What follows belongs to an exercise in optimizing a design on an open flow for small area, a short achievable clock period and few clock cycles per item; a production flow would make more cautious choices.
Only simulation tests tie the RTL to the original design; equivalence was not proved.
Power figures rest on the tool's default switching activity, not on a simulated workload.

Setup of the baseline:
## ycv32
module ycv32 (
    input  wire        clk,
    input  wire        rst,           
    input  wire        cmd_valid,
    output wire        cmd_ready,
    input  wire [39:0] cmd_data,      
    output reg         rsp_valid,
    input  wire        rsp_ready,
    output wire [39:0] rsp_data       
);
    localparam [1:0] PH_IDLE  = 2'd0;
    localparam [1:0] PH_BODY  = 2'd1;
    localparam [1:0] PH_DONE  = 2'd2;
    localparam [1:0] PH_FAULT = 2'd3;
    localparam [7:0] OP_SINIT   = 8'h01;
    localparam [7:0] OP_CFG     = 8'h02;
    localparam [7:0] OP_RDREG   = 8'h03;
    localparam [7:0] OP_PBEGIN  = 8'h10;
    localparam [7:0] OP_PBEGINM = 8'h11;
    localparam [7:0] OP_DATA    = 8'h12;
    localparam [7:0] OP_PEND    = 8'h13;
    localparam [7:0] OP_SEND    = 8'h14;
    localparam [7:0] OP_LDSIZEL = 8'h20;
    localparam [7:0] OP_LDSIZEH = 8'h21;
    localparam [7:0] OP_LDPCRC  = 8'h22;
    localparam [7:0] OP_LDCRC   = 8'h23;
    localparam [7:0] OP_CHKPART = 8'h24;
    localparam [3:0] E_ILLEGAL     = 4'h1;
    localparam [3:0] E_PROTO       = 4'h2;
    localparam [3:0] E_TRUNC       = 4'h3;
    localparam [3:0] E_PART_ORDER  = 4'h4;
    localparam [3:0] E_SIZE        = 4'h5;
    localparam [3:0] E_CRC_PART    = 4'h6;
    localparam [3:0] E_NO_PARTS    = 4'h7;
    localparam [3:0] E_CRC_SESS    = 4'h8;
    localparam [3:0] E_OVERFLOW    = 4'h9;
    localparam K_SINIT = 0, K_CFG = 1, K_RDREG = 2, K_PBEGIN = 3, K_PBEGINM = 4,
               K_DATA = 5, K_PEND = 6, K_SEND = 7, K_LDSIZEL = 8, K_LDSIZEH = 9,
               K_LDPCRC = 10, K_LDCRC = 11, K_CHKPART = 12, K_ILLEGAL = 13;
    reg        sieve_en;
    reg [1:0]  phase;
    reg [3:0]  cause;
    reg        esc_pend;
    reg        multipart;
    reg [31:0] crc_part_raw;
    reg [31:0] crc_sess_raw;
    reg [63:0] len;
    reg [31:0] parts;
    reg [31:0] part_num;
    reg [63:0] exp_size;
    reg [31:0] exp_pcrc;
    reg        exp_pcrc_v;
    reg [31:0] exp_crc;
    reg        exp_crc_v;
    reg        len_max;
    reg        parts_max;
    reg [7:0]  len_g;
    reg [3:0]  parts_g;
    reg        parts_zero;
    wire [7:0]  c_op  = cmd_data[39:32];
    wire [31:0] c_arg = cmd_data[31:0];
    wire c_hi24_z = (c_arg[31:8] == 24'd0);
    wire c_hi31_z = c_hi24_z & (c_arg[7:1] == 7'd0);
  ...
Size in the first run: roughly 2100 cells after synthesis, about 480 flip-flops.
clock: 6.0 ns
lec_check: 0
cap_margin: 20
core_margin: 2
core_utilization: 55
cts_cluster_diameter: 80
cts_cluster_size: 20
setup_slack_margin: 3.5
slew_margin: 20
standard.sh (not shown) runs the stock make flow with config.mk's settings and CLKGATE_MAP_FILE= SYNTH_SCRIPT=/design/flow/synth_recipe.tcl, a recipe that flattens the netlist after the stock synthesis.
==> flow/flow/run.sh <==
#!/bin/bash
# The standard layout (the standard.sh: standard synthesis, then ORFS to
# finish), with one change: the buffers that global placement puts on every
# input and output port are sky130_fd_sc_hd__buf_4 cells instead of the
# delay-buffer cell buffer_ports picks on its own.
# make's full output goes to flow_make.log in the folder this runs in; each
# ORFS step also keeps its own log under orfs/logs/.
set -euo pipefail
bash standard.sh "BUFFER_PORTS_ARGS=-buffer_cell sky130_fd_sc_hd__buf_4" finish > flow_make.log 2>&1
Testbench counts of the baseline, summed over its fixed seeds: cycles 24,718, items 24,267.
Modified inputs, the candidate compared to the baseline
--- a/flow/design.v
+++ b/flow/design.v
@@ -97,19 +97,17 @@
     wire [7:0] c_b42  = c_arg[7:0] - 8'd42;
     reg        rst_q;
     reg        rdy;
     reg        a_v;
     reg [13:0] a_kind;        
     reg        a_k2;          
     reg        c2;            
-    reg [3:0]  eq_size;       
-    reg [1:0]  eq_pcrc;       
-    reg [1:0]  eq_sess;       
-    reg [1:0]  eq_parts;      
-    reg [1:0]  eq_chk;        
+    reg [3:0]  err_q;         
+    reg        ok2_q;         
+    reg        val0_q;        
     reg [31:0] arg;
     reg        a_is3d;
     reg [7:0]  a_b42;
     reg        s_v;
     reg        s_disc;
     reg [3:0]  s_code;
     reg        s_view;
@@ -191,43 +189,33 @@
         integer j;
         begin
             for (j = 0; j < 4; j = j + 1)
                 gnext32[j] = (inc & (&(g | ~((4'd1 << j) - 4'd1)))) ?
                              (x[j*8 +: 8] == 8'hFE) : g[j];
         end
     endfunction
-    function [3:0] eq16x4(input [63:0] a, input [63:0] b);
-        integer j;
-        for (j = 0; j < 4; j = j + 1)
-            eq16x4[j] = (a[j*16 +: 16] == b[j*16 +: 16]);
-    endfunction
-    function [1:0] eq16x2(input [31:0] a, input [31:0] b);
-        integer j;
-        for (j = 0; j < 2; j = j + 1)
-            eq16x2[j] = (a[j*16 +: 16] == b[j*16 +: 16]);
-    endfunction
-    wire gate     = ~multipart | (&eq_parts);
-    wire sess_bad = ~(&eq_sess);
-    wire size_bad = ~(&eq_size);
-    wire pcrc_bad = exp_pcrc_v & ~(&eq_pcrc);
-    wire chk_bad  = ~(&eq_chk);
+    wire gate     = ~multipart | (parts == part_num);
+    wire sess_bad = crc_sess_dig != exp_crc;
+    wire size_bad = len != exp_size;
+    wire pcrc_bad = exp_pcrc_v & (crc_part_dig != exp_pcrc);
+    wire chk_bad  = arg != part_num;
     wire k_begin  = k[K_PBEGIN] | k[K_PBEGINM];
     wire k_ld     = k[K_LDSIZEL] | k[K_LDSIZEH] | k[K_LDPCRC] | k[K_LDCRC];
     wire k_body   = k_ld | k[K_PEND] | k[K_CHKPART];     
     wire r_cfg    = k[K_CFG] & ph_idle;
     wire r_begin  = k_begin & ph_idle;
     wire r_data   = k[K_DATA] & ph_body;
     wire r_pend   = k[K_PEND] & ph_body;
     wire r_send   = k[K_SEND] & ph_idle;
     wire ovf_data = sv_emit & len_max;
     wire ok_emit  = r_data & sv_emit & ~len_max;
     wire ok_data  = r_data & ~ovf_data;
     wire inc_parts = r_pend & ~parts_max;
-    wire ok_pend  = k[K_PEND] & ok2;
-    wire ok_send  = k[K_SEND] & ok2;
+    wire ok_pend  = k[K_PEND] & ok2_q;
+    wire ok_send  = k[K_SEND] & ok2_q;
     reg [3:0] err1;
     always @* begin
         err1 = 4'd0;
         if (ph_fault)
             err1 = 4'd0;
         else if (k[K_ILLEGAL])
             err1 = E_ILLEGAL;
@@ -253,20 +241,20 @@
             err2 = parts_max ? E_OVERFLOW : size_bad ? E_SIZE :
                    pcrc_bad ? E_CRC_PART : 4'd0;
         else if (chk_bad)
             err2 = E_PART_ORDER;
     end
     wire ok2   = ~ph_fault & (err2 == 4'd0);
     wire val02 = ok2 & (k[K_PEND] ? exp_pcrc_v : (gate & exp_crc_v));
-    wire [3:0] err = a_k2 ? err2 : err1;
+    wire [3:0] err = a_k2 ? err_q : err1;
     wire x_err   = (err != 4'd0);
     wire x_disc  = ph_fault & ~(k[K_SINIT] | k[K_RDREG]) & a_v;
     wire        rd       = a_kind[K_RDREG];
     wire        data_val = ok_data & sv_emit;
-    wire        val0     = a_k2 & val02;
+    wire        val0     = a_k2 & val0_q;
     wire        res_disc = x_disc;
     wire [3:0]  res_code = x_disc ? 4'hF : err;
     wire [8:0]  res_lo   = {data_val, data_val ? sv_byte : 8'd0} | {8'd0, val0};
     wire [31:0] res_val  = rd ? view : {23'd0, res_lo};
     wire [36:0] s_rsp    = {s_disc, s_code, s_view ? view : {23'd0, s_val}};
     wire [3:0] vidx_n = s_v_n ? (s_v ? s_val[3:0] : arg[3:0]) :
                                 (rdy ? c_arg[3:0] : arg[3:0]);
@@ -370,19 +358,19 @@
     always @(posedge clk) begin
         if (rdy) begin
             arg    <= c_arg;
             a_is3d <= c_is3d;
             a_b42  <= c_b42;
         end
         vsel <= 13'd1 << vidx_n;     
-        eq_size  <= eq16x4(len, exp_size);
-        eq_pcrc  <= eq16x2(crc_part_dig, exp_pcrc);
-        eq_sess  <= eq16x2(crc_sess_dig, exp_crc);
-        eq_parts <= eq16x2(parts, part_num);
-        eq_chk   <= eq16x2(arg, part_num);
+        if (hold2) begin
+            err_q  <= err2;
+            ok2_q  <= ok2;
+            val0_q <= val02;
+        end
         if (exec) begin
             s_disc <= res_disc;
             s_code <= res_code;
             s_view <= rd;
             s_val  <= rd ? {5'd0, arg[3:0]} : res_lo;
         end
         r_d <= ((s_v ? s_rsp : {res_disc, res_code, res_val}) & {37{free}}) |
## What came out
- The candidate vs. the baseline: hold slack went down; via count went up; total design power went up.
- Routed wire length ends up lower on the baseline.
- The clock skew was comparable across the baseline and the candidate.
- In the tables for the baseline and the candidate, pin slew with the least headroom to its limit reads lower with the baseline.
- The relative contribution of combinational cells to total power reported for the candidate is greater than that of the baseline by 4.0 points.
- Most utilized layer in the global route result = met2: the candidate; most utilized layer in the global route result = met1: the baseline
- The candidate — number of placed cells counting well taps 0.91% lower, the baseline as reference
- There was hardly any difference in sequential share of the synthesized area between the baseline and the candidate.
Testbench counts of the candidate, summed over its fixed seeds: cycles 24,718, items 24,267.

## what the ideal ports hide
In the flow no input, the clock included, has a driving cell. The finished layouts below were timed again as built, in two steps. Step 1 assumes that a clkbuf_16 drives the clock port and a buf_2 every other input. Step 2 adds t to the input delays and takes it off the output delays; t is the mean of the earliest and latest rising clock arrival at the registers after step 1. Input paths then give back, and output paths get back, about the clock's delay inside the block. a / b / c = ideal ports / drivers / drivers and shift; a / b = the first two.
| run | t (ns) | setup WS [ns] | worst setup path after step 2 | clock arrival spread, ns | worst slew at a driven data input, ns |
|---|---|---|---|---|---|
| the baseline | 0.615 | 3.499 / 3.472 / 3.003 | input to register | 0.024 / 0.023 | 0.06 |
| the candidate | 0.675 | 3.294 / 3.294 / 2.882 | input to register | 0.023 / 0.023 | 0.04 |
After both steps every run listed still meets setup and hold. The setup slack of the baseline, which loses most, moves by -0.027 ns with the drivers and by -0.496 ns with both steps.
